This is an optimization exercise on Yosys and OpenROAD, whose aim is small area, a short achievable clock period and few clock cycles, not a production implementation.
RTL that was checked went through simulation tests only; none was proved equivalent to the original.
Power is estimated from default activity; no workload was simulated.

== the previous run ==
==> module rvf_curve_builder, before the edit <==
module rvf_curve_builder (
    input  wire        clk,
    input  wire        rst,
    input  wire        start,
    input  wire [6:0]  bw,           
    input  wire [6:0]  bh,           
    output wire        idle,
    output reg         wr_valid,
    output reg  [11:0] wr_addr,      
    output reg  [11:0] wr_data,      
    output reg         done
);
    reg        idle_r;
    reg        su;               
    reg        run;              
    reg        f1, f2;           
    reg [5:0]  w1;               
    reg        k0;               
    reg [5:0]  ox, oy;           
    reg [5:0]  xh;               
    reg [5:0]  yh;               
    reg [11:0] t;                
    reg        vd;               
    reg [5:0]  xd, yd;           
    reg [5:0]  ty;               
    reg [11:0] rb;               
    reg        ev;               
    reg [5:0]  xa;               
    assign idle = idle_r;
    wire [5:0] h1 = yh;
    wire [5:0] v = w1 | h1;
    wire [5:0] th;               
    genvar gj;
    generate for (gj = 0; gj < 6; gj = gj + 1) begin : g_th
        assign th[gj] = |v[5:gj];
    end endgenerate
    wire [5:0] dw = th & ~w1;    
    wire [5:0] dh = th & ~h1;
    wire [5:0] ox_w = {1'b0, dw[5:1]};
    wire [5:0] oy_w = {1'b0, dh[5:1]};
    wire [6:0] cw = {1'b0, dw} + 7'd1;
    wire [6:0] ch = {1'b0, dh} + 7'd1;
    wire [5:0] xh_w = th & ~cw[6:1];
    wire [5:0] yh_w = th & ~ch[6:1];
    wire [5:0] d1, d0, sw, cp;
    wire [5:0] x, y;
    generate for (gj = 0; gj < 6; gj = gj + 1) begin : g_pos
        assign d1[gj] = t[2*gj+1];
        assign d0[gj] = t[2*gj];
        if (gj == 5) begin : g_top
            assign sw[gj] = k0;
            assign cp[gj] = 1'b0;
        end else begin : g_low
            assign sw[gj] = k0 ^ ((5 - gj) % 2 == 1) ^ (^d1[5:gj+1]) ^ (^d0[5:gj+1]);
            assign cp[gj] = ^(d1[5:gj+1] & d0[5:gj+1]);
        end
        assign x[gj] = d1[gj] ^ cp[gj] ^ (d0[gj] & sw[gj]);
        assign y[gj] = d1[gj] ^ cp[gj] ^ (d0[gj] & ~sw[gj]);
    end endgenerate
    wire [5:0] glx = ~xd & ox, elx = ~(xd ^ ox);
    wire [5:0] ghx = xd & ~xh, ehx = ~(xd ^ xh);
    wire [5:0] gly = ~yd & oy, ely = ~(yd ^ oy);
    wire [5:0] ghy = yd & ~yh, ehy = ~(yd ^ yh);
    wire [5:0] ltx, gtx, lty, gty, out;
    generate for (gj = 0; gj < 6; gj = gj + 1) begin : g_cmp
        if (gj == 5) begin : g_top
            assign ltx[gj] = glx[gj];
            assign gtx[gj] = ghx[gj];
            assign lty[gj] = gly[gj];
            assign gty[gj] = ghy[gj];
        end else begin : g_low
            assign ltx[gj] = ltx[gj+1] | (glx[gj] & (&elx[5:gj+1]));
            assign gtx[gj] = gtx[gj+1] | (ghx[gj] & (&ehx[5:gj+1]));
            assign lty[gj] = lty[gj+1] | (gly[gj] & (&ely[5:gj+1]));
            assign gty[gj] = gty[gj+1] | (ghy[gj] & (&ehy[5:gj+1]));
        end
        assign out[gj] = ltx[gj] | gtx[gj] | lty[gj] | gty[gj];
    end endgenerate
    wire [6:0] sk;
    assign sk[0] = vd & out[0];
    generate for (gj = 1; gj < 6; gj = gj + 1) begin : g_sk
        assign sk[gj] = vd & out[gj] & t[0] & ~(|t[2*gj-1:1]);
    end endgenerate
    assign sk[6] = 1'b0;
    wire [11:0] m;
    generate for (gj = 0; gj < 12; gj = gj + 1) begin : g_m
        assign m[gj] = sk[gj/2 + 1];
    end endgenerate
    wire [11:0] tm = t | m;
    wire [11:0] cy;              
    wire [11:0] t_step;
    generate for (gj = 0; gj < 12; gj = gj + 1) begin : g_step
        if (gj == 0) begin : g_b0
            assign cy[gj] = 1'b1;
        end else begin : g_bn
            assign cy[gj] = &tm[gj-1:0];
        end
        assign t_step[gj] = (tm[gj] ^ cy[gj]) & ~m[gj];
    end endgenerate
    wire t_last = vd & (sk[1] ? (&tm) : ~(|t));
    wire bubble = sk[1];         
    wire [5:0] ty_p = ty + 6'd1;
    wire [5:0] ty_m = ty - 6'd1;
    wire       y_eq = (yd == ty);
    wire [5:0] gu = yd & ~ty, eu = ~(yd ^ ty);
    wire [5:0] upc;              
    generate for (gj = 0; gj < 6; gj = gj + 1) begin : g_up
        if (gj == 5) begin : g_top
            assign upc[gj] = gu[gj];
        end else begin : g_low
            assign upc[gj] = upc[gj+1] | (gu[gj] & (&eu[5:gj+1]));
        end
    end endgenerate
    wire       y_up = vd & upc[0];
    wire       y_dn = vd & ~upc[0] & ~y_eq;
    wire       y_st = ~y_up & ~y_dn;
    wire       near = y_eq | (yd == ty_p) | (yd == ty_m);
    wire       emit = run & vd & ~out[0];
    wire       stall = emit & ~near;
    wire [11:0] rb_n = rb + (({12{y_up}} & {6'd0, w1}) | ({12{y_dn}} & {6'h3f, ~w1})) + {11'd0, y_up};
    always @(posedge clk) begin
        if (rst) begin
            idle_r   <= 1'b1;
            su       <= 1'b0;
            run      <= 1'b0;
            f1       <= 1'b0;
            f2       <= 1'b0;
            ev       <= 1'b0;
            vd       <= 1'b0;
            wr_valid <= 1'b0;
            done     <= 1'b0;
        end else begin
            su       <= idle_r & start;
            f1       <= run & t_last & ~stall;
            if (su) vd <= 1'b0;
            else if (!stall) vd <= ~bubble;
            f2       <= f1;
            done     <= f2;
            ev       <= emit & near;
            wr_valid <= ev;
            if (idle_r & start) idle_r <= 1'b0;
            if (f2) idle_r <= 1'b1;
            if (su) run <= 1'b1;
            if (run & t_last & ~stall) run <= 1'b0;
        end
        if (idle_r) begin
            w1 <= bw[5:0] - 6'd1;
            yh <= bh[5:0] - 6'd1;
        end
        if (su) begin
            k0 <= ^th;
            ox <= ox_w;
            oy <= oy_w;
            xh <= xh_w;
            yh <= yh_w;
        end
        if (su) begin
            t  <= 12'd0;
            ty <= oy_w;
            rb <= -{6'd0, ox_w};
        end else begin
            if (!stall) begin
                t  <= t_step;
                xd <= x;
                yd <= y;
            end
            ty <= ({6{y_up}} & ty_p) | ({6{y_dn}} & ty_m) | ({6{y_st}} & ty);
            rb <= rb_n;
        end
        xa <= xd;
        wr_addr <= rb + {6'd0, xa};
        if (su) wr_data <= 12'd0;
        else wr_data <= wr_data + {11'd0, wr_valid};
    end
endmodule
clock: 10.0 ns
lec_check: 0
abc_area: 1
cap_margin: 20
core_margin: 2
core_utilization: 40
place_density: 0.6
slew_margin: 20
standard.sh (not shown) runs the stock make flow with config.mk's settings and CLKGATE_MAP_FILE= SYNTH_SCRIPT=/design/flow/synth_recipe.tcl, a recipe that flattens the netlist after the stock synthesis.
==> flow/flow/run.sh <==
#!/bin/bash
# The standard layout (standard.sh), with three changes to how it is made:
# timing repair aims at a setup margin of 6.9 ns, the port buffers are
# sky130_fd_sc_hd__buf_2 cells, and clock tree synthesis adds no dummy loads.
# make's full output goes to standard_flow.log, each tool's own log to
# orfs/logs/.
set -euo pipefail
bash standard.sh SETUP_SLACK_MARGIN=6.9 \
  'BUFFER_PORTS_ARGS=-buffer_cell sky130_fd_sc_hd__buf_2' \
  'CTS_ARGS=-sink_clustering_enable -repair_clock_nets -dont_use_dummy_load ' \
  finish > standard_flow.log 2>&1
--- input diff the previous run..the current run ---
--- a/flow/design.v
+++ b/flow/design.v
@@ -114,13 +114,14 @@
     wire       y_up = vd & upc[0];
     wire       y_dn = vd & ~upc[0] & ~y_eq;
     wire       y_st = ~y_up & ~y_dn;
     wire       near = y_eq | (yd == ty_p) | (yd == ty_m);
     wire       emit = run & vd & ~out[0];
     wire       stall = emit & ~near;
-    wire [11:0] rb_n = rb + (({12{y_up}} & {6'd0, w1}) | ({12{y_dn}} & {6'h3f, ~w1})) + {11'd0, y_up};
+    wire [11:0] rb_p = rb + {6'd0, w1} + 12'd1;       
+    wire [11:0] rb_m = rb + {6'h3f, ~w1};             
     always @(posedge clk) begin
         if (rst) begin
             idle_r   <= 1'b1;
             su       <= 1'b0;
             run      <= 1'b0;
             f1       <= 1'b0;
@@ -162,13 +163,13 @@
             if (!stall) begin
                 t  <= t_step;
                 xd <= x;
                 yd <= y;
             end
             ty <= ({6{y_up}} & ty_p) | ({6{y_dn}} & ty_m) | ({6{y_st}} & ty);
-            rb <= rb_n;
+            rb <= ({12{y_up}} & rb_p) | ({12{y_dn}} & rb_m) | ({12{y_st}} & rb);
         end
         xa <= xd;
         wr_addr <= rb + {6'd0, xa};
         if (su) wr_data <= 12'd0;
         else wr_data <= wr_data + {11'd0, wr_valid};
     end
## What came out
| power | the current run vs the previous run | about 13% lower |
The current run — part of the power in the clock network 2.0 points higher, the previous run as reference
Compared with the previous run, the current run shows a lower area used by multi-input combinational logic.
Taking the previous run as the reference, in the current run maximum fanout along the worst path saw an increase, first-pass GRT wire length saw an increase.
Taking the previous run over the current run, the combinational power ratio works out to 1.3.
Count of mapped cells out of synthesis was lower in the previous run than in the current run.
Of the previous run and the current run, the run reporting the higher number of core rows was the current run.
Compared with the previous run, the current run shows power per cell area lower by about 10%.
Testbench counts of the current run, summed over its fixed seeds: cycles 157,109.
The RTL of the previous run was laid out without a check of its function.

[port drivers added, routing unchanged]
Ports are ideal in the flow. The routed layouts listed here were re-timed in OpenROAD.
Step 1, drivers: a clkbuf_16 drives clk and a buf_2 each remaining input, both assumed.
Step 2 adds t to the input delays and takes it off the output delays; t is the mean of the earliest and latest rising clock arrival at the registers after step 1. Input paths then give back, and output paths get back, about the clock's delay inside the block.
a / b / c = no drivers / after step 1 / after step 2; a / b = the first two.
run | shift t [ns] | setup slack, ns | slew at the worst register clock pin (ns) | cell pins on the clock port's net
the previous run | 0.390 | 6.775 / 6.775 / 6.775 | 0.08 / 0.08 | 1
the current run | 0.389 | 7.019 / 6.977 / 6.864 | 0.08 / 0.08 | 1
After both steps setup and hold are still met in every run listed. The setup slack of the current run, which loses most, moves by -0.042 ns with the drivers and by -0.155 ns with both steps.
